Context: an optimization exercise on an open-source flow, tuned for small area, a short achievable clock period and few clock cycles per item. The choices shown serve that exercise and are no tape-out recipe.
Where RTL was checked, it was by simulation tests only, not by an equivalence proof against the original.
The RTL of runs 2 and 3 was laid out without a check of its function.
No activity file was given, so power comes from the tool's default toggle rates.

==> flow/design.v (outline; a module is shown in full before it is edited, if it fits) <==
// module pa_wave_rom: 35 lines
// module pa_interp: 11 lines
// module pa_wave_smooth: 1036 lines
// module pa_fconv: 113 lines
// module phase_accumulator: 156 lines
module phase_accumulator (
    input  wire        clk,
    input  wire        rst,           
    input  wire        tick_valid,
    output wire        tick_ready,
    input  wire        cmd_valid,
    output wire        cmd_ready,
    input  wire [7:0]  cmd_op,
    input  wire [31:0] cmd_arg,
    output reg         rsp_valid,
    output reg         rsp_err,
    output reg  [31:0] rsp_data
);
  // ...
==> flow/run.sh <==
#!/bin/bash
# synth_recipe.tcl (not shown) runs the flow's synth.tcl, then flattens the netlist and writes it again
# the make line also repeats each setting of config.mk as NAME=value (left out here)
make -C /OpenROAD-flow-scripts/flow DESIGN_CONFIG=/design/flow/config.mk WORK_HOME=/design/flow/orfs CLKGATE_MAP_FILE= SYNTH_SCRIPT=/design/flow/synth_recipe.tcl finish
==> flow/config.mk <==
export PLATFORM = sky130hd
export DESIGN_NAME = phase_accumulator
export DESIGN_NICKNAME = phase_accumulator
export VERILOG_FILES = /design/flow/design.v
export SDC_FILE = /design/flow/constraint.sdc
export NUM_CORES = 4
export LEC_CHECK = 0
export CAP_MARGIN = 20
export CORE_MARGIN = 2
export CORE_UTILIZATION = 30
export PLACE_DENSITY = 0.5
export SLEW_MARGIN = 20
export SYNTH_MEMORY_MAX_BITS = 32768
==> flow/constraint.sdc <==
create_clock -name core_clock -period 12.0 [get_ports {clk}]
set_input_delay 2.4000 -clock core_clock [delete_from_list [all_inputs] [get_ports {clk}]]
set_output_delay 2.4000 -clock core_clock [all_outputs]
set_load 0.01 [all_outputs]
==> qor.csv, run 1 <==
stage,metric,value,unit
layout,number of non-clock buffers,141,
layout,Top class by area,multi-input combinational cells,
yosys,Yosys top cell by area,ha_1,
power_and_ir_drop,Cell Int Power,1.63,mW
detailed_routing,DRC,0,
power_and_ir_drop,clock share of power,41.2,%
layout,number of sequential cells,226,
clock_network,CTS Buffer Depth,3,
sta,fin crit share,59.3,%
yosys,Mapped Cells,3845,
place,Setup WS pre-CTS,4.87,ns
critical_path,Most Frequent Cell on Critical Path,fa_1,
detailed_routing,Vias/cell,5.97,
layout,n_diodes,1,
place,placed cells,5003,
critical_path,CP Max Fanout,14,
yosys,Mapped Avg Cell Area,7.61,sq um
detailed_routing,Routed wire per std cell,24.8,um
power_and_ir_drop,Total Power,2.48,mW
layout,"most common cell after layout, fill and taps aside",nand2_1,
worst_hold_path,Worst Hold End,rsp_err$_SDFF_PP0_,
yosys,cell area after synthesis,0.0292,sq mm
global_route,gr usage total,24.5,%
critical_path,r2r setup slk,4.88,ns
detailed_routing,highest metal used,met5,
yosys,yosys warns,6,
run_status,status,no timing/DRC/antenna violations,
floorplanning,Row Count,114,
global_route,grt ovf,0,
floorplanning,die boundary width,316,um
yosys,"EDFF count, synth",98,
layout,most frequent cells in the layout,"356 x nand2_1, 331 x nor2_1, 310 x a21oi_1, 299 x o21ai_0, 269 x ha_1",
critical_path,worst reg2reg path depth,24,
layout,max FFs per register,32,
yosys,"Primary FF master, synth",dfxtp_1,
place,Port Buffers,78,
Testbench counts, summed over its fixed seeds: cycles 46,356, cmds 24,000.
==> module pa_wave_rom, before the edit <==
module pa_wave_rom (
    input  wire [2:0] sel,
    input  wire [7:0] idx,
    output reg  [7:0] low,
    output reg  [4:0] dlo,
    output reg  [1:0] dhi
);
    wire [1:0] tid = (sel == 3'd6) ? 2'd3 : (sel[2] ? 2'd2 : sel[1:0]);
    wire [7:0] s_low;
    wire [4:0] s_dlt;
    pa_wave_smooth u_smooth (.tid(tid), .idx(idx), .low(s_low), .dlt(s_dlt));
    always @(*) begin
        dhi = 2'b00;
        case (sel)
            3'd2: begin                           
                low = {8{~idx[7]}};
                dlo = (&idx[6:0]) ? (idx[7] ? 5'h1f : 5'h01) : 5'h00;
                if (&idx[6:0]) dhi = idx[7] ? 2'b01 : 2'b10;
            end
            3'd3: begin                           
                low = idx;
                dlo = 5'h01;
                if (&idx) dhi = 2'b10;
            end
            3'd5: begin                           
                low = ~s_low;
                dlo = -s_dlt;
            end
            default: begin
                low = s_low;
                dlo = s_dlt;
            end
        endcase
    end
endmodule
==> module pa_fconv, before the edit <==
module pa_fconv #(
    parameter integer K = 2             
) (
    input  wire        clk,
    input  wire        rst,
    input  wire        start,      
    input  wire        is_period,  
    input  wire        is_set,     
    input  wire [31:0] arg,        
    output reg         fin,        
    output reg         fin_set,    
    output wire        soon,       
    output wire [23:0] result      
);
    localparam integer NQ = 24 + K - 1;    
    localparam integer LK = (K == 4) ? 2 : (K == 2) ? 1 : 0;
    reg          su;        
    reg          per_q;
    reg          set_q;
    reg          it;        
    reg  [4:0]   cyc;       
    reg          sp;        
    reg          sp_max;    
    reg  [31:0]  a_q;       
    reg  [30:0]  rem;
    reg [NQ-1:0] nq;        
    wire        f_sign = a_q[31];
    wire [7:0]  f_exp  = a_q[30:23];
    wire [23:0] f_m    = {1'b1, a_q[22:0]};
    wire        f_nan  = (&f_exp) && (|a_q[22:0]);
    reg         s_sp, s_max;
    reg  [4:0]  s_n;        
    always @(*) begin
        if (!per_q) begin
            s_sp  = f_nan | f_sign | (f_exp >= 8'd136) | (f_exp <= 8'd111);
            s_max = !f_nan & !f_sign & (f_exp >= 8'd136);
            s_n   = f_exp[4:0] - 5'd16;           
        end else begin
            s_sp  = f_nan | f_sign | (f_exp >= 8'd142) | (f_exp <= 8'd117);
            s_max = !f_nan & (f_sign | (f_exp <= 8'd117));
            s_n   = 5'd13 - f_exp[4:0];           
        end
    end
    wire [4:0]    s_cyc = (s_n >> LK) + 5'd1;            
    wire [1:0]    s_pad = (K == 1) ? 2'd0 : ~s_n[1:0] & (K - 1);  
    reg  [23:0]   keep;
    integer j;
    always @(*)
        for (j = 0; j < 24; j = j + 1)
            keep[j] = (j >= 23 - s_n);
    wire [29:0]   w    = {f_m, 6'd0} & {6'h3f, keep};
    wire [29+K:0] wsh  = {w, {K{1'b0}}} >> (s_pad + 1);    
    wire [NQ-1:0] f_nq  = wsh[NQ-1:0];
    wire [5:0]    f_rem = w[29:24] >> s_pad;
    wire [30:0]   p_den = {m_x128(f_m)} - {5'd0, f_m, 2'd0} + {7'd0, f_m};
    wire [30:0]   p_rem = 31'h20000000 >> s_pad;
    function [30:0] m_x128(input [23:0] m);
        m_x128 = {m, 7'd0};
    endfunction
    reg  [30:0]   r_s  [0:K];
    reg [NQ-1:0]  q_s  [0:K];
    reg  [32:0]   t;
    integer i;
    always @(*) begin
        r_s[0] = rem;
        q_s[0] = nq;
        for (i = 0; i < K; i = i + 1) begin
            t = {1'b0, r_s[i], q_s[i][NQ-1]} - {2'b00, a_q[30:0]};
            r_s[i+1] = t[32] ? {r_s[i][29:0], q_s[i][NQ-1]} : t[30:0];
            q_s[i+1] = {q_s[i][NQ-2:0], !t[32]};
        end
    end
    assign soon = !set_q & ((it & (cyc == 5'd2)) | (su & (s_sp | (s_cyc == 5'd1))));
    always @(posedge clk) begin
        if (rst) begin
            su  <= 1'b0;
            it  <= 1'b0;
            fin <= 1'b0;
        end else begin
            fin <= 1'b0;
            if (start) begin
                su    <= 1'b1;
                per_q <= is_period;
                set_q <= is_set;
                a_q   <= arg;
            end else if (su) begin
                su      <= 1'b0;
                sp      <= s_sp;
                sp_max  <= s_max;
                fin_set <= set_q;
                cyc     <= s_cyc;
                it      <= !s_sp;
                fin     <= s_sp;
                a_q     <= per_q ? {1'b0, p_den} : 32'd125;
                rem     <= per_q ? p_rem : {25'd0, f_rem};
                nq      <= per_q ? {NQ{1'b0}} : f_nq;
            end
            if (it) begin
                rem <= r_s[K];
                nq  <= q_s[K];
                cyc <= cyc - 5'd1;
                if (cyc == 5'd1) begin
                    it  <= 1'b0;
                    fin <= 1'b1;
                end
            end
        end
    end
    wire [23:0] q = nq[23:0];
    assign result = sp ? (sp_max ? 24'h800000 : 24'd1) :
                    (q[23] & |q[22:0]) ? 24'h800000 :
                    (q == 24'd0) ? 24'd1 : q;
endmodule
==> module phase_accumulator, before the edit <==
module phase_accumulator (
    input  wire        clk,
    input  wire        rst,           
    input  wire        tick_valid,
    output wire        tick_ready,
    input  wire        cmd_valid,
    output wire        cmd_ready,
    input  wire [7:0]  cmd_op,
    input  wire [31:0] cmd_arg,
    output reg         rsp_valid,
    output reg         rsp_err,
    output reg  [31:0] rsp_data
);
    localparam [3:0] K_ZERO  = 4'd0;
    localparam [3:0] K_VALUE = 4'd1;
    localparam [3:0] K_CNT   = 4'd2;
    localparam [3:0] K_INC   = 4'd3;
    localparam [3:0] K_HALF  = 4'd4;
    localparam [3:0] K_ERR   = 4'd5;
    localparam [3:0] K_MINF  = 4'd8;    
    localparam [3:0] K_MAXF  = 4'd9;
    localparam [3:0] K_MINP  = 4'd10;
    localparam [3:0] K_MAXP  = 4'd11;
    reg [23:0] cnt;
    reg [23:0] inc;
    reg [2:0]  sel;
    reg        crdy;
    reg        trdy;
    assign cmd_ready  = crdy;
    assign tick_ready = trdy;
    wire cfire = cmd_valid & crdy;
    wire tfire = tick_valid & trdy;
    reg       d_set_inc, d_set_cnt, d_tick, d_rst_ph, d_set_wave, d_conv;
    reg [3:0] d_kind;
    always @(*) begin
        d_set_inc = 1'b0; d_set_cnt = 1'b0; d_tick = 1'b0; d_rst_ph = 1'b0;
        d_set_wave = 1'b0; d_conv = 1'b0;
        d_kind = K_ZERO;
        case (cmd_op)
            8'h01: d_set_inc  = 1'b1;
            8'h02: d_kind     = K_INC;
            8'h03: d_set_cnt  = 1'b1;
            8'h04: d_kind     = K_CNT;
            8'h05: d_tick     = 1'b1;
            8'h06: d_rst_ph   = 1'b1;
            8'h07: d_kind     = K_HALF;
            8'h10: d_kind     = K_VALUE;
            8'h11: d_set_wave = 1'b1;
            8'h20, 8'h21, 8'h22, 8'h23: d_conv = 1'b1;
            8'h24: d_kind     = K_MINF;
            8'h25: d_kind     = K_MAXF;
            8'h26: d_kind     = K_MINP;
            8'h27: d_kind     = K_MAXP;
            default: d_kind   = K_ERR;
        endcase
    end
    wire        cv_fin, cv_fin_set, cv_soon;
    wire [23:0] cv_result;
    pa_fconv u_fconv (
        .clk       (clk),
        .rst       (rst),
        .start     (cfire & d_conv),
        .is_period (cmd_op[0]),
        .is_set    (cmd_op[1]),
        .arg       (cmd_arg),
        .fin       (cv_fin),
        .fin_set   (cv_fin_set),
        .soon      (cv_soon),
        .result    (cv_result)
    );
    wire [23:0] sum1 = cnt + inc;
    wire [23:0] sum2 = cnt + {inc[22:0], 1'b0};
    wire        c_tick = cfire & d_tick;
    always @(posedge clk) begin
        if (rst) begin
            cnt  <= 24'd0;
            inc  <= 24'd0;
            sel  <= 3'd0;
            crdy <= 1'b1;
            trdy <= 1'b1;
        end else begin
            if (cfire & d_set_cnt)
                cnt <= cmd_arg[23:0];
            else if (cfire & d_rst_ph)
                cnt <= 24'd0;
            else if (tfire & c_tick)
                cnt <= sum2;
            else if (tfire | c_tick)
                cnt <= sum1;
            if (cfire & d_set_inc)
                inc <= cmd_arg[23:0];
            else if (cv_fin & cv_fin_set)
                inc <= cv_result;
            if (cfire & d_set_wave)
                sel <= (cmd_arg <= 32'd6) ? cmd_arg[2:0] : 3'd0;
            if (cfire & d_conv) begin
                crdy <= 1'b0;
                trdy <= !cmd_op[1];
            end else if (cv_fin & cv_fin_set) begin
                crdy <= 1'b1;
                trdy <= 1'b1;
            end else if (cv_soon) begin
                crdy <= 1'b1;
            end
        end
    end
    reg        r0_v;
    reg [3:0]  r0_k;
    reg        p1_v;
    reg        p1_val;
    reg        p1_err;
    reg [31:0] p1_d;
    wire [7:0]  w_low;
    wire [4:0]  w_dlo;
    wire [1:0]  w_dhi;
    pa_wave_rom u_rom (.sel(sel), .idx(cnt[23:16]), .low(w_low), .dlo(w_dlo), .dhi(w_dhi));
    reg [31:0] rd;
    always @(*) begin
        case (r0_k)
            K_VALUE: rd = {1'b0, w_low, w_dlo, w_dhi, cnt[15:0]};
            K_CNT:   rd = {8'd0, cnt};
            K_INC:   rd = {8'd0, inc};
            K_HALF:  rd = {31'd0, (cnt > 24'h800000)};
            K_MINF:  rd = 32'h387A0000;
            K_MAXF:  rd = 32'h43FA0000;
            K_MINP:  rd = 32'h3B03126F;
            K_MAXP:  rd = 32'h4683126F;
            default: rd = 32'd0;
        endcase
    end
    wire [23:0] value;
    pa_interp u_interp (.low(p1_d[30:23]), .dlo(p1_d[22:18]), .dhi(p1_d[17:16]),
                        .frac(p1_d[15:0]), .value(value));
    always @(posedge clk) begin
        if (rst) begin
            r0_v      <= 1'b0;
            p1_v      <= 1'b0;
            rsp_valid <= 1'b0;
        end else begin
            r0_v      <= cfire & !d_conv;
            p1_v      <= r0_v;
            rsp_valid <= p1_v | cv_fin;
        end
        r0_k   <= d_kind;
        p1_val <= (r0_k == K_VALUE);
        p1_err <= (r0_k == K_ERR);
        p1_d   <= rd;
        if (cv_fin) begin
            rsp_err  <= 1'b0;
            rsp_data <= cv_fin_set ? 32'd0 : {8'd0, cv_result};
        end else begin
            rsp_err  <= p1_err;
            rsp_data <= p1_val ? {8'd0, value} : p1_d;
        end
    end
endmodule
==> inputs of run 2 (changes only) <==
==> flow/design.v (replaced) <==
module pa_wave_rom (
    input  wire [2:0] sel,
    input  wire [7:0] idx,
    output reg  [7:0] low,
    output reg  [4:0] dlo,
    output reg  [1:0] dhi
);
    wire       h     = idx[7];
    wire [6:0] j     = idx[6:0];
    wire       jz    = (j == 7'd0);
    wire [6:0] q_a   = (j[6] & |j[5:0]) ? (7'd64 - {1'b0, j[5:0]}) : j;
    wire [5:0] q_b   = j[6] ? ~j[5:0] : j[5:0];
    wire       q_inv = h & !jz;
    wire       q_neg = j[6] ^ h;
    wire       q_cin = q_neg ? !(h & jz) : (h & (&j));
    wire       hump  = (idx[7:6] == 2'b00);
    wire [7:0] k     = idx - 8'd64;
    wire [6:0] h_a   = (idx[5] & |idx[4:0]) ? (7'd64 - {1'b0, idx[5:0]}) : {1'b0, idx[5:0]};
    wire [6:0] g_a   = (k > 8'd96) ? (8'd192 - k) : k;
    wire [6:0] h_b   = {2'b00, idx[5] ? ~idx[4:0] : idx[4:0]};
    wire [6:0] g_b   = (k >= 8'd96) ? (8'd191 - k) : k;
    wire       a_neg = hump ? idx[5] : (k >= 8'd96);
    reg  [2:0] tid;
    reg  [6:0] a_lo, a_dl;
    reg        inv, neg, cin;
    always @(*) begin
        if (sel[2] & !sel[1]) begin             
            tid  = hump ? 3'd3 : 3'd4;
            a_lo = hump ? h_a : g_a;
            a_dl = hump ? h_b : g_b;
            inv  = sel[0];
            neg  = a_neg ^ sel[0];
            cin  = a_neg ^ sel[0];
        end else begin                          
            tid  = sel[2] ? 3'd2 : {2'b00, sel[0]};
            a_lo = q_a;
            a_dl = {1'b0, q_b};
            inv  = q_inv;
            neg  = q_neg;
            cin  = q_cin;
        end
    end
    wire [7:0] t_low;
    wire [4:0] t_dlt;
    pa_wave_tabs u_tabs (.a_lo({tid, a_lo}), .a_dl({tid, a_dl}), .low(t_low), .dlt(t_dlt));
    wire [7:0] s_low = inv ? ~t_low : t_low;
    wire [4:0] s_dlt = (neg ? ~t_dlt : t_dlt) + {4'd0, cin};
    always @(*) begin
        dhi = 2'b00;
        case (sel)
            3'd2: begin                           
                low = {8{~idx[7]}};
                dlo = (&idx[6:0]) ? (idx[7] ? 5'h1f : 5'h01) : 5'h00;
                if (&idx[6:0]) dhi = idx[7] ? 2'b01 : 2'b10;
            end
            3'd3: begin                           
                low = idx;
                dlo = 5'h01;
                if (&idx) dhi = 2'b10;
            end
            default: begin
                low = s_low;
                dlo = s_dlt;
            end
        endcase
    end
endmodule
module pa_interp (
    input  wire [7:0]  low,
    input  wire [4:0]  dlo,
    input  wire [1:0]  dhi,
    input  wire [15:0] frac,
    output wire [23:0] value
);
    wire signed [22:0] p_lo = $signed(dlo) * $signed({1'b0, frac});
    wire        [23:0] p_hi = dhi[0] ? {frac, 8'd0} : dhi[1] ? -{frac, 8'd0} : 24'd0;
    assign value = {low, 16'd0} + {{1{p_lo[22]}}, p_lo} + p_hi;
endmodule
module pa_wave_tabs (
    input  wire [9:0] a_lo,
    input  wire [9:0] a_dl,
    output reg  [7:0] low,
    output reg  [4:0] dlt
);
    always @(*) begin
        case (a_lo)
            10'h000: low = 8'h80;
            10'h001: low = 8'h83;
            10'h002: low = 8'h86;
            10'h003: low = 8'h89;
            10'h004: low = 8'h8c;
            10'h005: low = 8'h8f;
            10'h006: low = 8'h92;
            10'h007: low = 8'h95;
            10'h008: low = 8'h98;
            10'h009: low = 8'h9b;
            10'h00a: low = 8'h9e;
            10'h00b: low = 8'ha2;
            10'h00c: low = 8'ha5;
            10'h00d: low = 8'ha7;
            10'h00e: low = 8'haa;
            10'h00f: low = 8'had;
            10'h010: low = 8'hb0;
            10'h011: low = 8'hb3;
            10'h012: low = 8'hb6;
            10'h013: low = 8'hb9;
            10'h014: low = 8'hbc;
            10'h015: low = 8'hbe;
            10'h016: low = 8'hc1;
            10'h017: low = 8'hc4;
            10'h018: low = 8'hc6;
            10'h019: low = 8'hc9;
            10'h01a: low = 8'hcb;
            10'h01b: low = 8'hce;
            10'h01c: low = 8'hd0;
            10'h01d: low = 8'hd3;
            10'h01e: low = 8'hd5;
            10'h01f: low = 8'hd7;
            10'h020: low = 8'hda;
            10'h021: low = 8'hdc;
            10'h022: low = 8'hde;
            10'h023: low = 8'he0;
            10'h024: low = 8'he2;
            10'h025: low = 8'he4;
            10'h026: low = 8'he6;
            10'h027: low = 8'he8;
            10'h028: low = 8'hea;
            10'h029: low = 8'heb;
            10'h02a: low = 8'hed;
            10'h02b: low = 8'hee;
            10'h02c: low = 8'hf0;
            10'h02d: low = 8'hf1;
            10'h02e: low = 8'hf3;
            10'h02f: low = 8'hf4;
            10'h030: low = 8'hf5;
            10'h031: low = 8'hf6;
            10'h032: low = 8'hf8;
            10'h033: low = 8'hf9;
            10'h034: low = 8'hfa;
            10'h035: low = 8'hfa;
            10'h036: low = 8'hfb;
            10'h037: low = 8'hfc;
            10'h038: low = 8'hfd;
            10'h039: low = 8'hfd;
            10'h03a: low = 8'hfe;
            10'h03b: low = 8'hfe;
            10'h03c: low = 8'hfe;
            10'h03d: low = 8'hff;
            10'h03e: low = 8'hff;
            10'h03f: low = 8'hff;
            10'h040: low = 8'hff;
            10'h080: low = 8'h80;
            10'h081: low = 8'h81;
            10'h082: low = 8'h83;
            10'h083: low = 8'h85;
            10'h084: low = 8'h87;
            10'h085: low = 8'h89;
            10'h086: low = 8'h8b;
            10'h087: low = 8'h8d;
            10'h088: low = 8'h8f;
            10'h089: low = 8'h91;
            10'h08a: low = 8'h93;
            10'h08b: low = 8'h95;
            10'h08c: low = 8'h97;
            10'h08d: low = 8'h99;
            10'h08e: low = 8'h9b;
            10'h08f: low = 8'h9d;
            10'h090: low = 8'h9f;
            10'h091: low = 8'ha1;
            10'h092: low = 8'ha3;
            10'h093: low = 8'ha5;
            10'h094: low = 8'ha7;
            10'h095: low = 8'ha9;
            10'h096: low = 8'hab;
            10'h097: low = 8'had;
            10'h098: low = 8'haf;
            10'h099: low = 8'hb1;
            10'h09a: low = 8'hb3;
            10'h09b: low = 8'hb5;
            10'h09c: low = 8'hb7;
            10'h09d: low = 8'hb9;
            10'h09e: low = 8'hbb;
            10'h09f: low = 8'hbd;
            10'h0a0: low = 8'hbf;
            10'h0a1: low = 8'hc1;
            10'h0a2: low = 8'hc3;
            10'h0a3: low = 8'hc5;
            10'h0a4: low = 8'hc7;
            10'h0a5: low = 8'hc9;
            10'h0a6: low = 8'hcb;
            10'h0a7: low = 8'hcd;
            10'h0a8: low = 8'hcf;
            10'h0a9: low = 8'hd1;
            10'h0aa: low = 8'hd3;
            10'h0ab: low = 8'hd5;
            10'h0ac: low = 8'hd7;
            10'h0ad: low = 8'hd9;
            10'h0ae: low = 8'hdb;
            10'h0af: low = 8'hdd;
            10'h0b0: low = 8'hdf;
            10'h0b1: low = 8'he1;
            10'h0b2: low = 8'he3;
            10'h0b3: low = 8'he5;
            10'h0b4: low = 8'he7;
            10'h0b5: low = 8'he9;
            10'h0b6: low = 8'heb;
            10'h0b7: low = 8'hed;
            10'h0b8: low = 8'hef;
            10'h0b9: low = 8'hf1;
            10'h0ba: low = 8'hf3;
            10'h0bb: low = 8'hf5;
            10'h0bc: low = 8'hf7;
            10'h0bd: low = 8'hf9;
            10'h0be: low = 8'hfb;
            10'h0bf: low = 8'hfd;
            10'h0c0: low = 8'hff;
            10'h100: low = 8'h80;
            10'h101: low = 8'h87;
            10'h102: low = 8'h8f;
            10'h103: low = 8'h96;
            10'h104: low = 8'h9e;
            10'h105: low = 8'ha5;
            10'h106: low = 8'hac;
            10'h107: low = 8'hb4;
            10'h108: low = 8'hba;
            10'h109: low = 8'hc1;
            10'h10a: low = 8'hc7;
            10'h10b: low = 8'hce;
            10'h10c: low = 8'hd3;
            10'h10d: low = 8'hd9;
            10'h10e: low = 8'hde;
            10'h10f: low = 8'he3;
            10'h110: low = 8'he7;
            10'h111: low = 8'hec;
            10'h112: low = 8'hef;
            10'h113: low = 8'hf3;
            10'h114: low = 8'hf6;
            10'h115: low = 8'hf8;
            10'h116: low = 8'hfa;
            10'h117: low = 8'hfc;
            10'h118: low = 8'hfd;
            10'h119: low = 8'hfe;
            10'h11a: low = 8'hff;
            10'h11b: low = 8'hff;
            10'h11c: low = 8'hff;
            10'h11d: low = 8'hfe;
            10'h11e: low = 8'hfd;
            10'h11f: low = 8'hfc;
            10'h120: low = 8'hfa;
            10'h121: low = 8'hf8;
            10'h122: low = 8'hf6;
            10'h123: low = 8'hf3;
            10'h124: low = 8'hf1;
            10'h125: low = 8'hee;
            10'h126: low = 8'heb;
            10'h127: low = 8'he7;
            10'h128: low = 8'he4;
            10'h129: low = 8'he0;
            10'h12a: low = 8'hdc;
            10'h12b: low = 8'hd8;
            10'h12c: low = 8'hd5;
            10'h12d: low = 8'hd1;
            10'h12e: low = 8'hcd;
            10'h12f: low = 8'hc9;
            10'h130: low = 8'hc5;
            10'h131: low = 8'hc1;
            10'h132: low = 8'hbe;
            10'h133: low = 8'hba;
            10'h134: low = 8'hb7;
            10'h135: low = 8'hb4;
            10'h136: low = 8'hb1;
            10'h137: low = 8'hae;
            10'h138: low = 8'hac;
            10'h139: low = 8'haa;
            10'h13a: low = 8'ha8;
            10'h13b: low = 8'ha6;
            10'h13c: low = 8'ha5;
            10'h13d: low = 8'ha4;
            10'h13e: low = 8'ha3;
            10'h13f: low = 8'ha2;
            10'h140: low = 8'ha2;
            10'h180: low = 8'h80;
            10'h181: low = 8'h86;
            10'h182: low = 8'h8c;
            10'h183: low = 8'h92;
            10'h184: low = 8'h98;
            10'h185: low = 8'h9e;
            10'h186: low = 8'ha5;
            10'h187: low = 8'haa;
            10'h188: low = 8'hb0;
            10'h189: low = 8'hb6;
            10'h18a: low = 8'hbc;
            10'h18b: low = 8'hc1;
            10'h18c: low = 8'hc6;
            10'h18d: low = 8'hcb;
            10'h18e: low = 8'hd0;
            10'h18f: low = 8'hd5;
            10'h190: low = 8'hda;
            10'h191: low = 8'hde;
            10'h192: low = 8'he2;
            10'h193: low = 8'he6;
            10'h194: low = 8'hea;
            10'h195: low = 8'hed;
            10'h196: low = 8'hf0;
            10'h197: low = 8'hf3;
            10'h198: low = 8'hf5;
            10'h199: low = 8'hf8;
            10'h19a: low = 8'hfa;
            10'h19b: low = 8'hfb;
            10'h19c: low = 8'hfd;
            10'h19d: low = 8'hfe;
            10'h19e: low = 8'hfe;
            10'h19f: low = 8'hff;
            10'h1a0: low = 8'hff;
            10'h200: low = 8'h80;
            10'h201: low = 8'h7d;
            10'h202: low = 8'h7b;
            10'h203: low = 8'h79;
            10'h204: low = 8'h77;
            10'h205: low = 8'h75;
            10'h206: low = 8'h73;
            10'h207: low = 8'h71;
            10'h208: low = 8'h6f;
            10'h209: low = 8'h6d;
            10'h20a: low = 8'h6b;
            10'h20b: low = 8'h69;
            10'h20c: low = 8'h67;
            10'h20d: low = 8'h65;
            10'h20e: low = 8'h63;
            10'h20f: low = 8'h61;
            10'h210: low = 8'h5f;
            10'h211: low = 8'h5c;
            10'h212: low = 8'h5a;
            10'h213: low = 8'h58;
            10'h214: low = 8'h57;
            10'h215: low = 8'h55;
            10'h216: low = 8'h53;
            10'h217: low = 8'h51;
            10'h218: low = 8'h4f;
            10'h219: low = 8'h4d;
            10'h21a: low = 8'h4b;
            10'h21b: low = 8'h49;
            10'h21c: low = 8'h47;
            10'h21d: low = 8'h45;
            10'h21e: low = 8'h43;
            10'h21f: low = 8'h42;
            10'h220: low = 8'h40;
            10'h221: low = 8'h3e;
            10'h222: low = 8'h3c;
            10'h223: low = 8'h3a;
            10'h224: low = 8'h39;
            10'h225: low = 8'h37;
            10'h226: low = 8'h35;
            10'h227: low = 8'h34;
            10'h228: low = 8'h32;
            10'h229: low = 8'h30;
            10'h22a: low = 8'h2f;
            10'h22b: low = 8'h2d;
            10'h22c: low = 8'h2b;
            10'h22d: low = 8'h2a;
            10'h22e: low = 8'h28;
            10'h22f: low = 8'h27;
            10'h230: low = 8'h25;
            10'h231: low = 8'h24;
            10'h232: low = 8'h22;
            10'h233: low = 8'h21;
            10'h234: low = 8'h20;
            10'h235: low = 8'h1e;
            10'h236: low = 8'h1d;
            10'h237: low = 8'h1c;
            10'h238: low = 8'h1a;
            10'h239: low = 8'h19;
            10'h23a: low = 8'h18;
            10'h23b: low = 8'h17;
            10'h23c: low = 8'h15;
            10'h23d: low = 8'h14;
            10'h23e: low = 8'h13;
            10'h23f: low = 8'h12;
            10'h240: low = 8'h11;
            10'h241: low = 8'h10;
            10'h242: low = 8'h0f;
            10'h243: low = 8'h0e;
            10'h244: low = 8'h0d;
            10'h245: low = 8'h0c;
            10'h246: low = 8'h0b;
            10'h247: low = 8'h0b;
            10'h248: low = 8'h0a;
            10'h249: low = 8'h09;
            10'h24a: low = 8'h08;
            10'h24b: low = 8'h07;
            10'h24c: low = 8'h07;
            10'h24d: low = 8'h06;
            10'h24e: low = 8'h05;
            10'h24f: low = 8'h05;
            10'h250: low = 8'h04;
            10'h251: low = 8'h04;
            10'h252: low = 8'h03;
            10'h253: low = 8'h03;
            10'h254: low = 8'h02;
            10'h255: low = 8'h02;
            10'h256: low = 8'h02;
            10'h257: low = 8'h01;
            10'h258: low = 8'h01;
            10'h259: low = 8'h01;
            10'h25a: low = 8'h01;
            10'h25b: low = 8'h00;
            10'h25c: low = 8'h00;
            10'h25d: low = 8'h00;
            10'h25e: low = 8'h00;
            10'h25f: low = 8'h00;
            10'h260: low = 8'h00;
            default: low = 8'h00;
        endcase
    end
    always @(*) begin
        case (a_dl)
            10'h000: dlt = 5'h03;
            10'h001: dlt = 5'h03;
            10'h002: dlt = 5'h03;
            10'h003: dlt = 5'h03;
            10'h004: dlt = 5'h03;
            10'h005: dlt = 5'h03;
            10'h006: dlt = 5'h03;
            10'h007: dlt = 5'h03;
            10'h008: dlt = 5'h03;
            10'h009: dlt = 5'h03;
            10'h00a: dlt = 5'h04;
            10'h00b: dlt = 5'h03;
            10'h00c: dlt = 5'h02;
            10'h00d: dlt = 5'h03;
            10'h00e: dlt = 5'h03;
            10'h00f: dlt = 5'h03;
            10'h010: dlt = 5'h03;
            10'h011: dlt = 5'h03;
            10'h012: dlt = 5'h03;
            10'h013: dlt = 5'h03;
            10'h014: dlt = 5'h02;
            10'h015: dlt = 5'h03;
            10'h016: dlt = 5'h03;
            10'h017: dlt = 5'h02;
            10'h018: dlt = 5'h03;
            10'h019: dlt = 5'h02;
            10'h01a: dlt = 5'h03;
            10'h01b: dlt = 5'h02;
            10'h01c: dlt = 5'h03;
            10'h01d: dlt = 5'h02;
            10'h01e: dlt = 5'h02;
            10'h01f: dlt = 5'h03;
            10'h020: dlt = 5'h02;
            10'h021: dlt = 5'h02;
            10'h022: dlt = 5'h02;
            10'h023: dlt = 5'h02;
            10'h024: dlt = 5'h02;
            10'h025: dlt = 5'h02;
            10'h026: dlt = 5'h02;
            10'h027: dlt = 5'h02;
            10'h028: dlt = 5'h01;
            10'h029: dlt = 5'h02;
            10'h02a: dlt = 5'h01;
            10'h02b: dlt = 5'h02;
            10'h02c: dlt = 5'h01;
            10'h02d: dlt = 5'h02;
            10'h02e: dlt = 5'h01;
            10'h02f: dlt = 5'h01;
            10'h030: dlt = 5'h01;
            10'h031: dlt = 5'h02;
            10'h032: dlt = 5'h01;
            10'h033: dlt = 5'h01;
            10'h034: dlt = 5'h00;
            10'h035: dlt = 5'h01;
            10'h036: dlt = 5'h01;
            10'h037: dlt = 5'h01;
            10'h038: dlt = 5'h00;
            10'h039: dlt = 5'h01;
            10'h03a: dlt = 5'h00;
            10'h03b: dlt = 5'h00;
            10'h03c: dlt = 5'h01;
            10'h03d: dlt = 5'h00;
            10'h03e: dlt = 5'h00;
            10'h03f: dlt = 5'h00;
            10'h080: dlt = 5'h01;
            10'h081: dlt = 5'h02;
            10'h082: dlt = 5'h02;
            10'h083: dlt = 5'h02;
            10'h084: dlt = 5'h02;
            10'h085: dlt = 5'h02;
            10'h086: dlt = 5'h02;
            10'h087: dlt = 5'h02;
            10'h088: dlt = 5'h02;
            10'h089: dlt = 5'h02;
            10'h08a: dlt = 5'h02;
            10'h08b: dlt = 5'h02;
            10'h08c: dlt = 5'h02;
            10'h08d: dlt = 5'h02;
            10'h08e: dlt = 5'h02;
            10'h08f: dlt = 5'h02;
            10'h090: dlt = 5'h02;
            10'h091: dlt = 5'h02;
            10'h092: dlt = 5'h02;
            10'h093: dlt = 5'h02;
            10'h094: dlt = 5'h02;
            10'h095: dlt = 5'h02;
            10'h096: dlt = 5'h02;
            10'h097: dlt = 5'h02;
            10'h098: dlt = 5'h02;
            10'h099: dlt = 5'h02;
            10'h09a: dlt = 5'h02;
            10'h09b: dlt = 5'h02;
            10'h09c: dlt = 5'h02;
            10'h09d: dlt = 5'h02;
            10'h09e: dlt = 5'h02;
            10'h09f: dlt = 5'h02;
            10'h0a0: dlt = 5'h02;
            10'h0a1: dlt = 5'h02;
            10'h0a2: dlt = 5'h02;
            10'h0a3: dlt = 5'h02;
            10'h0a4: dlt = 5'h02;
            10'h0a5: dlt = 5'h02;
            10'h0a6: dlt = 5'h02;
            10'h0a7: dlt = 5'h02;
            10'h0a8: dlt = 5'h02;
            10'h0a9: dlt = 5'h02;
            10'h0aa: dlt = 5'h02;
            10'h0ab: dlt = 5'h02;
            10'h0ac: dlt = 5'h02;
            10'h0ad: dlt = 5'h02;
            10'h0ae: dlt = 5'h02;
            10'h0af: dlt = 5'h02;
            10'h0b0: dlt = 5'h02;
            10'h0b1: dlt = 5'h02;
            10'h0b2: dlt = 5'h02;
            10'h0b3: dlt = 5'h02;
            10'h0b4: dlt = 5'h02;
            10'h0b5: dlt = 5'h02;
            10'h0b6: dlt = 5'h02;
            10'h0b7: dlt = 5'h02;
            10'h0b8: dlt = 5'h02;
            10'h0b9: dlt = 5'h02;
            10'h0ba: dlt = 5'h02;
            10'h0bb: dlt = 5'h02;
            10'h0bc: dlt = 5'h02;
            10'h0bd: dlt = 5'h02;
            10'h0be: dlt = 5'h02;
            10'h0bf: dlt = 5'h02;
            10'h100: dlt = 5'h07;
            10'h101: dlt = 5'h08;
            10'h102: dlt = 5'h07;
            10'h103: dlt = 5'h08;
            10'h104: dlt = 5'h07;
            10'h105: dlt = 5'h07;
            10'h106: dlt = 5'h08;
            10'h107: dlt = 5'h06;
            10'h108: dlt = 5'h07;
            10'h109: dlt = 5'h06;
            10'h10a: dlt = 5'h07;
            10'h10b: dlt = 5'h05;
            10'h10c: dlt = 5'h06;
            10'h10d: dlt = 5'h05;
            10'h10e: dlt = 5'h05;
            10'h10f: dlt = 5'h04;
            10'h110: dlt = 5'h05;
            10'h111: dlt = 5'h03;
            10'h112: dlt = 5'h04;
            10'h113: dlt = 5'h03;
            10'h114: dlt = 5'h02;
            10'h115: dlt = 5'h02;
            10'h116: dlt = 5'h02;
            10'h117: dlt = 5'h01;
            10'h118: dlt = 5'h01;
            10'h119: dlt = 5'h01;
            10'h11a: dlt = 5'h00;
            10'h11b: dlt = 5'h00;
            10'h11c: dlt = 5'h1f;
            10'h11d: dlt = 5'h1f;
            10'h11e: dlt = 5'h1f;
            10'h11f: dlt = 5'h1e;
            10'h120: dlt = 5'h1e;
            10'h121: dlt = 5'h1e;
            10'h122: dlt = 5'h1d;
            10'h123: dlt = 5'h1e;
            10'h124: dlt = 5'h1d;
            10'h125: dlt = 5'h1d;
            10'h126: dlt = 5'h1c;
            10'h127: dlt = 5'h1d;
            10'h128: dlt = 5'h1c;
            10'h129: dlt = 5'h1c;
            10'h12a: dlt = 5'h1c;
            10'h12b: dlt = 5'h1d;
            10'h12c: dlt = 5'h1c;
            10'h12d: dlt = 5'h1c;
            10'h12e: dlt = 5'h1c;
            10'h12f: dlt = 5'h1c;
            10'h130: dlt = 5'h1c;
            10'h131: dlt = 5'h1d;
            10'h132: dlt = 5'h1c;
            10'h133: dlt = 5'h1d;
            10'h134: dlt = 5'h1d;
            10'h135: dlt = 5'h1d;
            10'h136: dlt = 5'h1d;
            10'h137: dlt = 5'h1e;
            10'h138: dlt = 5'h1e;
            10'h139: dlt = 5'h1e;
            10'h13a: dlt = 5'h1e;
            10'h13b: dlt = 5'h1f;
            10'h13c: dlt = 5'h1f;
            10'h13d: dlt = 5'h1f;
            10'h13e: dlt = 5'h1f;
            10'h13f: dlt = 5'h00;
            10'h180: dlt = 5'h06;
            10'h181: dlt = 5'h06;
            10'h182: dlt = 5'h06;
            10'h183: dlt = 5'h06;
            10'h184: dlt = 5'h06;
            10'h185: dlt = 5'h07;
            10'h186: dlt = 5'h05;
            10'h187: dlt = 5'h06;
            10'h188: dlt = 5'h06;
            10'h189: dlt = 5'h06;
            10'h18a: dlt = 5'h05;
            10'h18b: dlt = 5'h05;
            10'h18c: dlt = 5'h05;
            10'h18d: dlt = 5'h05;
            10'h18e: dlt = 5'h05;
            10'h18f: dlt = 5'h05;
            10'h190: dlt = 5'h04;
            10'h191: dlt = 5'h04;
            10'h192: dlt = 5'h04;
            10'h193: dlt = 5'h04;
            10'h194: dlt = 5'h03;
            10'h195: dlt = 5'h03;
            10'h196: dlt = 5'h03;
            10'h197: dlt = 5'h02;
            10'h198: dlt = 5'h03;
            10'h199: dlt = 5'h02;
            10'h19a: dlt = 5'h01;
            10'h19b: dlt = 5'h02;
            10'h19c: dlt = 5'h01;
            10'h19d: dlt = 5'h00;
            10'h19e: dlt = 5'h01;
            10'h19f: dlt = 5'h00;
            10'h200: dlt = 5'h1d;
            10'h201: dlt = 5'h1e;
            10'h202: dlt = 5'h1e;
            10'h203: dlt = 5'h1e;
            10'h204: dlt = 5'h1e;
            10'h205: dlt = 5'h1e;
            10'h206: dlt = 5'h1e;
            10'h207: dlt = 5'h1e;
            10'h208: dlt = 5'h1e;
            10'h209: dlt = 5'h1e;
            10'h20a: dlt = 5'h1e;
            10'h20b: dlt = 5'h1e;
            10'h20c: dlt = 5'h1e;
            10'h20d: dlt = 5'h1e;
            10'h20e: dlt = 5'h1e;
            10'h20f: dlt = 5'h1e;
            10'h210: dlt = 5'h1d;
            10'h211: dlt = 5'h1e;
            10'h212: dlt = 5'h1e;
            10'h213: dlt = 5'h1f;
            10'h214: dlt = 5'h1e;
            10'h215: dlt = 5'h1e;
            10'h216: dlt = 5'h1e;
            10'h217: dlt = 5'h1e;
            10'h218: dlt = 5'h1e;
            10'h219: dlt = 5'h1e;
            10'h21a: dlt = 5'h1e;
            10'h21b: dlt = 5'h1e;
            10'h21c: dlt = 5'h1e;
            10'h21d: dlt = 5'h1e;
            10'h21e: dlt = 5'h1f;
            10'h21f: dlt = 5'h1e;
            10'h220: dlt = 5'h1e;
            10'h221: dlt = 5'h1e;
            10'h222: dlt = 5'h1e;
            10'h223: dlt = 5'h1f;
            10'h224: dlt = 5'h1e;
            10'h225: dlt = 5'h1e;
            10'h226: dlt = 5'h1f;
            10'h227: dlt = 5'h1e;
            10'h228: dlt = 5'h1e;
            10'h229: dlt = 5'h1f;
            10'h22a: dlt = 5'h1e;
            10'h22b: dlt = 5'h1e;
            10'h22c: dlt = 5'h1f;
            10'h22d: dlt = 5'h1e;
            10'h22e: dlt = 5'h1f;
            10'h22f: dlt = 5'h1e;
            10'h230: dlt = 5'h1f;
            10'h231: dlt = 5'h1e;
            10'h232: dlt = 5'h1f;
            10'h233: dlt = 5'h1f;
            10'h234: dlt = 5'h1e;
            10'h235: dlt = 5'h1f;
            10'h236: dlt = 5'h1f;
            10'h237: dlt = 5'h1e;
            10'h238: dlt = 5'h1f;
            10'h239: dlt = 5'h1f;
            10'h23a: dlt = 5'h1f;
            10'h23b: dlt = 5'h1e;
            10'h23c: dlt = 5'h1f;
            10'h23d: dlt = 5'h1f;
            10'h23e: dlt = 5'h1f;
            10'h23f: dlt = 5'h1f;
            10'h240: dlt = 5'h1f;
            10'h241: dlt = 5'h1f;
            10'h242: dlt = 5'h1f;
            10'h243: dlt = 5'h1f;
            10'h244: dlt = 5'h1f;
            10'h245: dlt = 5'h1f;
            10'h246: dlt = 5'h00;
            10'h247: dlt = 5'h1f;
            10'h248: dlt = 5'h1f;
            10'h249: dlt = 5'h1f;
            10'h24a: dlt = 5'h1f;
            10'h24b: dlt = 5'h00;
            10'h24c: dlt = 5'h1f;
            10'h24d: dlt = 5'h1f;
            10'h24e: dlt = 5'h00;
            10'h24f: dlt = 5'h1f;
            10'h250: dlt = 5'h00;
            10'h251: dlt = 5'h1f;
            10'h252: dlt = 5'h00;
            10'h253: dlt = 5'h1f;
            10'h254: dlt = 5'h00;
            10'h255: dlt = 5'h00;
            10'h256: dlt = 5'h1f;
            10'h257: dlt = 5'h00;
            10'h258: dlt = 5'h00;
            10'h259: dlt = 5'h00;
            10'h25a: dlt = 5'h1f;
            10'h25b: dlt = 5'h00;
            10'h25c: dlt = 5'h00;
            10'h25d: dlt = 5'h00;
            10'h25e: dlt = 5'h00;
            10'h25f: dlt = 5'h00;
            default: dlt = 5'h00;
        endcase
    end
endmodule
module pa_fconv #(
    parameter integer K = 2             
) (
    input  wire        clk,
    input  wire        rst,
    input  wire        start,      
    input  wire        is_period,  
    input  wire        is_set,     
    input  wire [31:0] arg,        
    output wire        last,       
    output reg         fin,        
    output reg         fin_set,    
    output wire [23:0] result      
);
    localparam integer NQ = 24 + K - 1;           
    localparam [46:0] B = 47'd72057594037927;
    reg          it;         
    reg  [4:0]   cyc;        
    reg          sp;         
    reg          sp_max;     
    reg  [23:0]  den;        
    reg  [23:0]  rem;
    reg [NQ-1:0] nq;         
    wire        f_sign = arg[31];
    wire [7:0]  f_exp  = arg[30:23];
    wire [23:0] f_m    = {1'b1, arg[22:0]};
    wire        f_nan  = (&f_exp) && (|arg[22:0]);
    reg         s_sp, s_max;
    reg  [4:0]  s_n;         
    always @(*) begin
        if (!is_period) begin
            s_sp  = f_nan | f_sign | (f_exp >= 8'd136) | (f_exp <= 8'd111);
            s_max = !f_nan & !f_sign & (f_exp >= 8'd136);
            s_n   = {~f_exp[4], f_exp[3:0]};      
        end else begin
            s_sp  = f_nan | f_sign | (f_exp >= 8'd142) | (f_exp <= 8'd117);
            s_max = !f_nan & (f_sign | (f_exp <= 8'd117));
            s_n   = 5'd13 - f_exp[4:0];           
        end
    end
    reg  [4:0] s_cyc;
    reg  [1:0] s_pad;
    integer n;
    always @(*) begin
        s_cyc = 5'd0;
        s_pad = 2'd0;
        for (n = 0; n < 24; n = n + 1)
            if (s_n == n) begin
                s_cyc = n / K + 1;
                s_pad = (K - 1) - (n % K);
            end
    end
    reg  [23:0] keep;
    integer j;
    always @(*)
        for (j = 0; j < 24; j = j + 1)
            keep[j] = (j >= 23 - s_n);
    wire [46:0] x_f = {17'd0, f_m[23:18], f_m[17:0], 6'd0};    
    wire [46:0] x_p = B;
    wire [46:0] x   = (is_period ? x_p : x_f) & {23'h7fffff, keep};
    wire [46:0] x_s = x >> s_pad;
    wire [NQ+22:0] x_q = {x, {(K-1){1'b0}}} >> s_pad;
    assign last   = it & (cyc == 5'd1);
    reg  [23:0]   r_s [0:K];
    reg [NQ-1:0]  q_s [0:K];
    reg  [25:0]   t;
    integer i;
    always @(*) begin
        r_s[0] = rem;
        q_s[0] = nq;
        for (i = 0; i < K; i = i + 1) begin
            t = {1'b0, r_s[i], q_s[i][NQ-1]} - {2'b00, den};
            r_s[i+1] = t[25] ? {r_s[i][22:0], q_s[i][NQ-1]} : t[23:0];
            q_s[i+1] = {q_s[i][NQ-2:0], !t[25]};
        end
    end
    always @(posedge clk) begin
        if (rst) begin
            it  <= 1'b0;
            fin <= 1'b0;
        end else begin
            fin <= 1'b0;
            if (start) begin
                sp      <= s_sp;
                sp_max  <= s_max;
                fin_set <= is_set;
                cyc     <= s_sp ? 5'd1 : s_cyc;
                it      <= 1'b1;
                den     <= is_period ? f_m : 24'd125;
                rem     <= x_s[46:24];
                nq      <= x_q[NQ-1:0];
            end else if (it) begin
                rem <= r_s[K];
                nq  <= q_s[K];
                cyc <= cyc - 5'd1;
                if (cyc == 5'd1) begin
                    it  <= 1'b0;
                    fin <= 1'b1;
                end
            end
        end
    end
    wire [23:0] q = nq[23:0];
    assign result = sp ? (sp_max ? 24'h800000 : 24'd1) :
                    (q[23] & |q[22:0]) ? 24'h800000 :
                    (q == 24'd0) ? 24'd1 : q;
endmodule
module phase_accumulator #(
    parameter integer CONV_K = 2      
) (
    input  wire        clk,
    input  wire        rst,           
    input  wire        tick_valid,
    output wire        tick_ready,
    input  wire        cmd_valid,
    output wire        cmd_ready,
    input  wire [7:0]  cmd_op,
    input  wire [31:0] cmd_arg,
    output reg         rsp_valid,
    output reg         rsp_err,
    output reg  [31:0] rsp_data
);
    localparam [3:0] K_ZERO  = 4'd0;
    localparam [3:0] K_VALUE = 4'd1;
    localparam [3:0] K_CNT   = 4'd2;
    localparam [3:0] K_INC   = 4'd3;
    localparam [3:0] K_HALF  = 4'd4;
    localparam [3:0] K_ERR   = 4'd5;
    localparam [3:0] K_MINF  = 4'd8;    
    localparam [3:0] K_MAXF  = 4'd9;
    localparam [3:0] K_MINP  = 4'd10;
    localparam [3:0] K_MAXP  = 4'd11;
    reg [23:0] cnt;
    reg [23:0] inc;
    reg [2:0]  sel;
    reg        crdy;
    reg        trdy;
    assign cmd_ready  = crdy;
    assign tick_ready = trdy;
    wire cfire = cmd_valid & crdy;
    wire tfire = tick_valid & trdy;
    reg       d_set_inc, d_set_cnt, d_tick, d_rst_ph, d_set_wave, d_conv;
    reg [3:0] d_kind;
    always @(*) begin
        d_set_inc = 1'b0; d_set_cnt = 1'b0; d_tick = 1'b0; d_rst_ph = 1'b0;
        d_set_wave = 1'b0; d_conv = 1'b0;
        d_kind = K_ZERO;
        case (cmd_op)
            8'h01: d_set_inc  = 1'b1;
            8'h02: d_kind     = K_INC;
            8'h03: d_set_cnt  = 1'b1;
            8'h04: d_kind     = K_CNT;
            8'h05: d_tick     = 1'b1;
            8'h06: d_rst_ph   = 1'b1;
            8'h07: d_kind     = K_HALF;
            8'h10: d_kind     = K_VALUE;
            8'h11: d_set_wave = 1'b1;
            8'h20, 8'h21, 8'h22, 8'h23: d_conv = 1'b1;
            8'h24: d_kind     = K_MINF;
            8'h25: d_kind     = K_MAXF;
            8'h26: d_kind     = K_MINP;
            8'h27: d_kind     = K_MAXP;
            default: d_kind   = K_ERR;
        endcase
    end
    wire        cv_last, cv_fin, cv_fin_set;
    wire [23:0] cv_result;
    pa_fconv #(.K(CONV_K)) u_fconv (
        .clk       (clk),
        .rst       (rst),
        .start     (cfire & d_conv),
        .is_period (cmd_op[0]),
        .is_set    (cmd_op[1]),
        .arg       (cmd_arg),
        .last      (cv_last),
        .fin       (cv_fin),
        .fin_set   (cv_fin_set),
        .result    (cv_result)
    );
    wire        cv_wr   = cv_fin & cv_fin_set;
    wire [23:0] inc_eff = cv_wr ? cv_result : inc;
    wire [23:0] sum1 = cnt + inc_eff;
    wire [23:0] sum2 = cnt + {inc_eff[22:0], 1'b0};
    wire        c_tick = cfire & d_tick;
    always @(posedge clk) begin
        if (rst) begin
            cnt  <= 24'd0;
            inc  <= 24'd0;
            sel  <= 3'd0;
            crdy <= 1'b1;
            trdy <= 1'b1;
        end else begin
            if (cfire & d_set_cnt)
                cnt <= cmd_arg[23:0];
            else if (cfire & d_rst_ph)
                cnt <= 24'd0;
            else if (tfire & c_tick)
                cnt <= sum2;
            else if (tfire | c_tick)
                cnt <= sum1;
            if (cfire & d_set_inc)
                inc <= cmd_arg[23:0];
            else if (cv_wr)
                inc <= cv_result;
            if (cfire & d_set_wave)
                sel <= (cmd_arg <= 32'd6) ? cmd_arg[2:0] : 3'd0;
            if (cfire & d_conv) begin
                crdy <= 1'b0;
                trdy <= !cmd_op[1];
            end else if (cv_last) begin
                crdy <= 1'b1;
                trdy <= 1'b1;
            end
        end
    end
    reg        r0_v;
    reg [3:0]  r0_k;
    reg        p1_v;
    reg        p1_val;
    reg        p1_err;
    reg [31:0] p1_d;
    wire [7:0]  w_low;
    wire [4:0]  w_dlo;
    wire [1:0]  w_dhi;
    pa_wave_rom u_rom (.sel(sel), .idx(cnt[23:16]), .low(w_low), .dlo(w_dlo), .dhi(w_dhi));
    reg [31:0] rd;
    always @(*) begin
        case (r0_k)
            K_VALUE: rd = {1'b0, w_low, w_dlo, w_dhi, cnt[15:0]};
            K_CNT:   rd = {8'd0, cnt};
            K_INC:   rd = {8'd0, inc};
            K_HALF:  rd = {31'd0, (cnt > 24'h800000)};
            K_MINF:  rd = 32'h387A0000;
            K_MAXF:  rd = 32'h43FA0000;
            K_MINP:  rd = 32'h3B03126F;
            K_MAXP:  rd = 32'h4683126F;
            default: rd = 32'd0;
        endcase
    end
    wire [23:0] value;
    pa_interp u_interp (.low(p1_d[30:23]), .dlo(p1_d[22:18]), .dhi(p1_d[17:16]),
                        .frac(p1_d[15:0]), .value(value));
    always @(posedge clk) begin
        if (rst) begin
            r0_v      <= 1'b0;
            p1_v      <= 1'b0;
            rsp_valid <= 1'b0;
        end else begin
            r0_v      <= cfire & !d_conv;
            p1_v      <= r0_v;
            rsp_valid <= p1_v | cv_fin;
        end
        r0_k   <= d_kind;
        p1_val <= (r0_k == K_VALUE);
        p1_err <= (r0_k == K_ERR);
        p1_d   <= rd;
        if (cv_fin) begin
            rsp_err  <= 1'b0;
            rsp_data <= cv_fin_set ? 32'd0 : {8'd0, cv_result};
        end else begin
            rsp_err  <= p1_err;
            rsp_data <= p1_val ? {8'd0, value} : p1_d;
        end
    end
endmodule
==> run 2 against run 1 <==
Still clean. Via count down 23%. Combinational power up 2%. Routed wire length down 30%. Critical path type unchanged.
==> qor.csv, run 2 <==
stage,metric,value,unit,change
global_route,initial antenna violation count,0,,was 4
floorplanning,io pins,80,,unchanged
critical_path,crit start category,flop,,unchanged
sta,Final Hold Fails,0,,unchanged
sta,Max-slew headroom,30.9,%,was 32.0%
floorplanning,die boundary width,285,um,was 316 um
sta,Clock Skews,0.0157,ns,was 0.0278 ns
detailed_routing,initial drt markers,2098,,was 3317
floorplanning,die height,285,um,was 316 um
sta,worst-margin pin slew,1.04,ns,was 1.02 ns
yosys,cell area after synthesis,0.0237,sq mm,was 0.0292 sq mm
critical_path,r2r setup slk,4.58,ns,was 4.88 ns
critical_path,Crit Reg-Reg Startpoint,p1_d[22]$_SDFF_PN0_,,unchanged
layout,design area,0.0263,sq mm,was 0.0321 sq mm
yosys,"top cells by area, synth","ha_1 11%, dfxtp_1 11%, edfxtp_1 10%",,"was ha_1 12%, edfxtp_1 10%, dfxtp_1 8.8%"
clock_network,total number of H-tree levels,1,,unchanged
global_route,gr usage total,21.1,%,was 24.5%
detailed_routing,Vias/cell,5.62,,was 5.97
global_route,largest net degree at the start of global routing,70,,was 76
layout,post-route core utilization,33.5,%,was 33.2%
worst_hold_path,Hold Crit Class,reg2reg,,unchanged
place,HPWL after DPL,64500,um,was 93600 um
critical_path,Crit. Startpoint,p1_d[22]$_SDFF_PN0_,,unchanged
yosys,"Primary FF master, synth",dfxtp_1,,unchanged
place,Port Buffers,78,,unchanged
critical_path,critical path class,reg2reg,,unchanged
yosys,Mapped Cells,3109,,was 3845
yosys,Synth Area in XOR/XNOR,5.38,%,was 4.94%
job,max_cap viols,0,,unchanged
power_and_ir_drop,PD cells,84.0,mW/mm^2,was 77.2 mW/mm^2
yosys,Yosys reg bits,208,,was 226
detailed_routing,Detailed Routing Iterations Pass 1,6,,unchanged
yosys,Post-Synth Adder-Cell Area,15.9,%,was 16.4%
detailed_routing,antenna-violating nets left,0,,unchanged
clock_network,worst skew pair latency,0.59,ns,was 0.63 ns
floorplanning,Row Count,103,,was 114
sta,fin crit share,61.8,%,was 59.3%
layout,most frequent cells in the layout,"350 x nand2_1, 271 x a21oi_1, 265 x nor2_1, 217 x o21ai_0, 213 x ha_1",,"was 356 x nand2_1, 331 x nor2_1, 310 x a21oi_1, 299 x o21ai_0, 269 x ha_1"
floorplanning,total die area,0.0813,sq mm,was 0.100 sq mm
floorplanning,core area,0.0786,sq mm,was 0.0967 sq mm
run_status,status,no timing/DRC/antenna violations,,unchanged
clock_network,CTS Hold Bufs,0,,unchanged
sta,fmax,135,MHz,was 140 MHz
yosys,Simple-Gate Fraction of Synth Area,21.4,%,was 19.6%
clock_network,CTS Buffer Depth,3,,unchanged
critical_path,CP Max Fanout,14,,unchanged
sta,Final min period,7.42,ns,was 7.12 ns
floorplanning,initial core utilization,30.1,%,was 30.2%
yosys,largest family of logic cells by synthesized area,compound AO/OA/AOI/OAI gates,,unchanged
layout,Layout area overhead,11.1,%,was 9.86%
detailed_routing,Total Wirelength,88500,um,was 126000 um
place,gpl congestion,0.913,,was 0.980
critical_path,CP endpoint kind,flop,,unchanged
global_route,grt ovf,0,,unchanged
yosys,"Seq/Total Area, Yosys",21.0,%,was 18.8%
yosys,Synth top cells by count,"351 x nand2_1, 272 x a21oi_1, 267 x nor2_1",,"was 356 x nand2_1, 334 x nor2_1, 311 x a21oi_1"
power_and_ir_drop,Lkg Pwr,10.6,nW,was 13.0 nW
detailed_routing,DRC,0,,unchanged
yosys,yosys warns,6,,unchanged
critical_path,worst r2r dst,rsp_data[23]$_DFF_P_,,unchanged
layout,Final nets,3391,,was 4144
clock_network,"CTS clk-pin slew, worst paths",0.06,ns,about the same
detailed_routing,Routed wire per std cell,21.3,um,was 24.8 um
layout,non-filler instance count after layout,4149,,was 5062
critical_path,Worst EP arrival,7.91,ns,was 7.68 ns
yosys,Yosys top cell by area,ha_1,,unchanged
yosys,post-synthesis compound-gate area fraction,27.8,%,was 29.3%
layout,biggest regs,"p1_d x31, rsp_data x31, u_fconv.nq x25",,
yosys,post-synth cell types,117,,was 100
place,Area after DPL,0.0254,sq mm,was 0.0310 sq mm
sta,Slew Limit Fails,0,,unchanged
place,Setup WS pre-CTS,4.55,ns,was 4.87 ns
clock_network,Post-CTS Setup Inserts,0,,unchanged
layout,n_diodes,0,,was 1
layout,"most common cell after layout, fill and taps aside",nand2_1,,unchanged
sta,final setup vio count,0,,unchanged
power_and_ir_drop,worst IR drop on VDD,0.105,mV,was 0.119 mV
sta,RSZ-0062 raised after global routing,false,,unchanged
yosys,Synth async-reset ratio,0,%,unchanged
clock_network,post-CTS sizing,0,,unchanged
yosys,"count leader, synth",nand2_1,,unchanged
yosys,Syn Nets,3421,,was 4229
yosys,Mapped Avg Cell Area,7.62,sq um,was 7.61 sq um
critical_path,crit path to,rsp_data[23]$_DFF_P_,,unchanged
clock_network,CTS root buf,clkbuf_16,,unchanged
yosys,"EDFF count, synth",81,,was 98
layout,share of layout cells above drive strength 1,6.07,%,was 6.26%
place,placed cells,4100,,was 5003
yosys,mux contribution to synthesized area,2.07,%,was 4.01%
sta,worst setup margin,4.58,ns,was 4.88 ns
detailed_routing,vias,23300,,was 30200
clock_network,# clock sinks,208,,was 226
critical_path,worst reg2reg path depth,26,,was 24
clock_network,CTS buffer count,27,,was 31
clock_network,TritonCTS clock tree,built,,unchanged
global_route,vias in the first global route,22300,,was 28800
global_route,first-pass GRT wire length,135000,um,was 188000 um
yosys,share of the synthesized area in the top cell type,11.2,%,was 11.5%
critical_path,"Req. time, crit path",12.49,ns,was 12.57 ns
sta,setup TNS,0,ns,unchanged
[run 2: cell types whose count changed after synthesis, moves of 20 or more]
cell | before | now
a211oi_1 | 88 | 59
a31oi_1 | 60 | 38
ha_1 | 269 | 213
inv_1 | 229 | 176
a21oi_1 | 311 | 272
mux2_2 | 29 | 9
o21ai_0 | 299 | 217
xnor2_1 | 115 | 88
nor2_1 | 334 | 267
buf_2 | 59 | 22
nand3_1 | 93 | 54
[run 2: layout make-up]
| class | instances | area [sq um] |
|---|---|---|
| sequential | 208 | 4980 |
| fill | 8456 | 52300 |
| clock buffer | 33 | 728 |
| multi-input combinational | 2523 | 17300 |
| timing repair buffer | 136 | 1210 |
| inverter | 183 | 687 |
| clock inverter | 16 | 150 |
| tap | 1050 | 1310 |
[run 2: worst max-delay path, cell delays in order (launching register included)]
cell	delay, ns
dfxtp_1	0.38
inv_1	0.44
nor2_1	0.13
fa_1	0.52
fa_1	0.54
inv_1	0.05
fa_1	0.53
inv_1	0.04
ha_1	0.32
or2_2	0.28
a21oi_1	0.29
o31ai_1	0.19
o41ai_1	0.49
o21ai_0	0.32
a31oi_1	0.26
xor2_1	0.10
fa_1	0.48
inv_1	0.04
ha_1	0.23
or3_1	0.35
a211oi_1	0.28
o41ai_1	0.13
a21oi_1	0.20
xnor3_1	0.25
xor2_1	0.16
nor2_1	0.06
o32ai_1	0.26
[run 2: through the flow]
stage,power [mW],hold slack (ns)
CTS,2.22,0.441
finish,2.21,0.440
floorplan,1.20,0.411
global route,2.31,0.451
global placement,1.40,0.419
detailed placement,1.39,0.436
[run 2: worst min path at each step]
stage	startpoint	to	slack (ns)	cells past startpoint
after CTS	p1_err$_DFF_P_	rsp_err$_SDFF_PP0_	0.44	1
final	p1_err$_DFF_P_	rsp_err$_SDFF_PP0_	0.44	1
after detailed placement	r0_v$_SDFF_PP0_	p1_v$_SDFF_PP0_	0.44	1
after global placement	p1_err$_DFF_P_	rsp_err$_SDFF_PP0_	0.42	1
after global routing	p1_err$_DFF_P_	rsp_err$_SDFF_PP0_	0.45	1
after floorplan	p1_v$_SDFF_PP0_	rsp_valid$_SDFF_PP0_	0.41	2
[run 2: power breakdown]
part,leakage [nW],switching [mW],internal [mW]
Clock,0.424,0.360,0.459
Combinational,8.42,0.408,0.221
Sequential,1.78,0.0203,0.744
Total,10.6,0.788,1.42
[run 2: cell families (layout without fill, tap and decap cells)]
family          after synthesis  in the layout
compound gates              999            999
xor+xnor                    141            141
fa+ha+maj                   269            269
buf+inv                     378            368
flops                       208            208
mux                          48             48
other cells                   1              1
simple gates               1065           1065
[run 2: layer usage]
| metal | GRT usage, % | share of wire (%) |
|---|---|---|
| met1 | 28.4 | 44 |
| met4 | 6.10 | 2.9 |
| met5 | 0 | 0 |
| met3 | 2.66 | 6.1 |
| met2 | 35.4 | 47 |
==> inputs of run 3 (changes only) <==
--- a/flow/design.v
+++ b/flow/design.v
@@ -846,7 +846,7 @@
                     (q == 24'd0) ? 24'd1 : q;
 endmodule
 module phase_accumulator #(
-    parameter integer CONV_K = 2      
+    parameter integer CONV_K = 4      
 ) (
     input  wire        clk,
     input  wire        rst,           
==> run 3 against run 2 <==
Combinational power grew 26%. Via count grew 15%. Core utilization grew 0.21 points. Cell count grew 13%. Clock-buffer cell count grew 8. Hold slack gained 0.0022 ns. Flip-flop and latch count grew 2. Still clean. Largest cell class unchanged. Final area grew 13%. Sequential share of layout area shrank 1.9 points. First-iteration DRC count grew 15%. Critical path type unchanged.
==> qor.csv, run 3 <==
stage,metric,value,unit,change
layout,n_diodes,0,,unchanged
sta,worst-margin pin slew,1.25,ns,was 1.04 ns
place,HPWL after DPL,77700,um,was 64500 um
detailed_routing,Routed wire per std cell,22.0,um,was 21.3 um
global_route,grt ovf,0,,unchanged
detailed_routing,Detailed Routing Iterations Pass 1,5,,was 6
critical_path,worst r2r dst,u_fconv.rem[22]$_DFFE_PP_,,was rsp_data[23]$_DFF_P_
floorplanning,Row Count,109,,was 103
yosys,Synth Area in XOR/XNOR,5.60,%,was 5.38%
sta,Slew Limit Fails,0,,unchanged
layout,post-route core utilization,33.7,%,was 33.5%
global_route,largest net degree at the start of global routing,75,,was 70
clock_network,"CTS clk-pin slew, worst paths",0.06,ns,about the same
power_and_ir_drop,Psw,0.880,mW,was 0.788 mW
clock_network,# clock sinks,210,,was 208
critical_path,CP endpoint kind,flop,,unchanged
yosys,"EDFF count, synth",83,,was 81
worst_hold_path,Hold Startpoint,r0_v$_SDFF_PP0_,,was p1_err$_DFF_P_
place,gpl congestion,0.927,,was 0.913
power_and_ir_drop,Sw Share,36.1,%,was 35.6%
yosys,yosys warns,6,,unchanged
run_status,status,no timing/DRC/antenna violations,,unchanged
global_route,initial antenna violation count,3,,was 0
layout,Final nets,3844,,was 3391
critical_path,"Slowest-stage cell, CP",a2111oi_1,,was fa_1
clock_network,CTS Buffer Depth,3,,unchanged
yosys,post-synthesis compound-gate area fraction,28.6,%,was 27.8%
floorplanning,io pins,80,,unchanged
sta,Max-slew headroom,16.1,%,was 30.9%
global_route,met3 Resource Use GR,2.01,%,was 2.66%
critical_path,Most Frequent Cell on Critical Path,a21oi_1,,
worst_hold_path,Worst Hold End,p1_v$_SDFF_PP0_,,was rsp_err$_SDFF_PP0_
yosys,cell area after synthesis,0.0266,sq mm,was 0.0237 sq mm
yosys,"top cells by area, synth","ha_1 12%, dfxtp_1 9.6%, edfxtp_1 9.4%",,"was ha_1 11%, dfxtp_1 11%, edfxtp_1 10%"
job,max_cap viols,0,,unchanged
yosys,"Primary FF master, synth",dfxtp_1,,unchanged
power_and_ir_drop,combinational share of power,32.6,%,was 28.4%
yosys,Yosys top cell by area,ha_1,,unchanged
critical_path,CP Buf/Inv Count,2,,was 4
yosys,largest family of logic cells by synthesized area,compound AO/OA/AOI/OAI gates,,unchanged
yosys,mux contribution to synthesized area,3.67,%,was 2.07%
sta,fin crit share,94.7,%,was 61.8%
layout,Layout area overhead,11.6,%,was 11.1%
clock_network,CTS root buf,clkbuf_16,,unchanged
sta,worst hold slack,0.442,ns,was 0.440 ns
place,Port Buffers,78,,unchanged
worst_hold_path,Hold Crit Class,reg2reg,,unchanged
power_and_ir_drop,Seq pwr share,31.9,%,was 34.5%
detailed_routing,antenna-violating nets left,0,,unchanged
sta,fmax,88.0,MHz,was 135 MHz
yosys,post-synth cell types,113,,was 117
clock_network,worst skew pair latency,0.59,ns,about the same
floorplanning,die height,302,um,was 285 um
sta,Final Hold Fails,0,,unchanged
floorplanning,die boundary width,302,um,was 285 um
critical_path,crit start category,flop,,unchanged
yosys,Syn Nets,3854,,was 3421
floorplanning,core area,0.0881,sq mm,was 0.0786 sq mm
yosys,Synth top cells by count,"379 x nand2_1, 325 x nor2_1, 310 x a21oi_1",,"was 351 x nand2_1, 272 x a21oi_1, 267 x nor2_1"
global_route,met2 usage in global routing,35.9,%,was 35.4%
clock_network,total number of H-tree levels,1,,unchanged
yosys,Simple-Gate Fraction of Synth Area,21.0,%,was 21.4%
power_and_ir_drop,Cell Int Power,1.56,mW,was 1.42 mW
floorplanning,total die area,0.0911,sq mm,was 0.0813 sq mm
clock_network,TritonCTS clock tree,built,,unchanged
clock_network,CTS buffer count,27,,unchanged
critical_path,r2r setup slk,0.63,ns,was 4.58 ns
power_and_ir_drop,PD cells,82.2,mW/mm^2,was 84.0 mW/mm^2
yosys,Mapped Avg Cell Area,7.62,sq um,about the same
global_route,gr usage total,21.8,%,was 21.1%
critical_path,critical path's largest stage delay,0.52,ns,was 0.54 ns
## run 3: per-layer routing
layer,share of wire [%],vias up
met5,0.033,-
met1,45,12800
met4,3.5,6
li1,-,12800
met2,46,917
met3,5.4,181
## run 3: final cells by class
type	instances	area (sq um)
clock inverters	9	141
repair buffers	168	1470
flip-flops and latches	210	5040
inverters	166	624
well taps	1165	1460
clock buffers	41	778
fillers	9494	58400
multi-input cells	2909	20200
## run 3: metrics by stage
stage | worst slack (ns) | cells | TNS (ns) | area [sq um]
after floorplan | 1.01 | 3492 | 0 | 26600
after global placement | 0.165 | 4613 | 0 | 28700
after detailed placement | -0.0816 | 4613 | -0.136 | 28700
after CTS | 0.0485 | 4663 | 0 | 29600
after global routing | 0.0272 | 4668 | 0 | 29700
final | 0.632 | 4668 | 0 | 29700
## run 3: cell families after synthesis
logic type / after synthesis
compound gates: 1139
xor+xnor: 170
fa+ha+maj: 319
buf+inv: 373
flops: 210
mux: 88
other cells: 1
simple gates: 1192
## run 3: worst max path at each step
stage,end,slack (ns)
2_1_floorplan,u_fconv.rem[22]$_DFFE_PP_,1.01
3_3_place_gp,u_fconv.rem[12]$_DFFE_PP_,0.16
3_5_place_dp,u_fconv.rem[12]$_DFFE_PP_,-0.08
4_1_cts,u_fconv.rem[8]$_DFFE_PP_,0.05
5_1_grt,u_fconv.rem[22]$_DFFE_PP_,0.03
6_report,u_fconv.rem[22]$_DFFE_PP_,0.63
## run 3: power groups by stage
stage                     combinational (mW)  sequential [mW]  clock (mW)
after detailed placement               0.769            0.794           0
after global placement                 0.774            0.794           0
after floorplan                        0.548            0.782           0
final                                  0.795            0.779       0.866
after global routing                   0.861            0.780       0.909
after CTS                              0.774            0.779       0.887
## run 3: what timing repair did
item	in CTS	in global routing
setup buffers	0	5
setup endpoints to repair	6	25
gates resized for setup	1	10
hold buffers	0	0
endpoints found under the hold margin	0	0

-- separate check: timing with driven ports --
No port has a modelled driver above. Below, the same layouts with a new extraction and two added sets of constraints. Step 1: set_driving_cell puts a clkbuf_16 on clk and a buf_2 on each other input, an assumption about the parent block. Step 2 times the ports against the registers' clock, not the clock port: input delays grow and output delays shrink by t, the midpoint of the rising clock arrivals with the driver on. a / b / c = ideal ports / drivers / drivers and shift; a / b = the first two.
| run | t, ns | slack for setup (ns) | latest minus earliest clock arrival (ns) |
|---|---|---|---|
| run 1 | 0.688 | 4.881 / 4.881 / 4.881 | 0.029 / 0.029 |
| run 2 | 0.638 | 4.581 / 4.581 / 4.581 | 0.016 / 0.016 |
| run 3 | 0.641 | 0.632 / 0.632 / 0.632 | 0.026 / 0.026 |
After both steps every run listed still meets setup and hold.
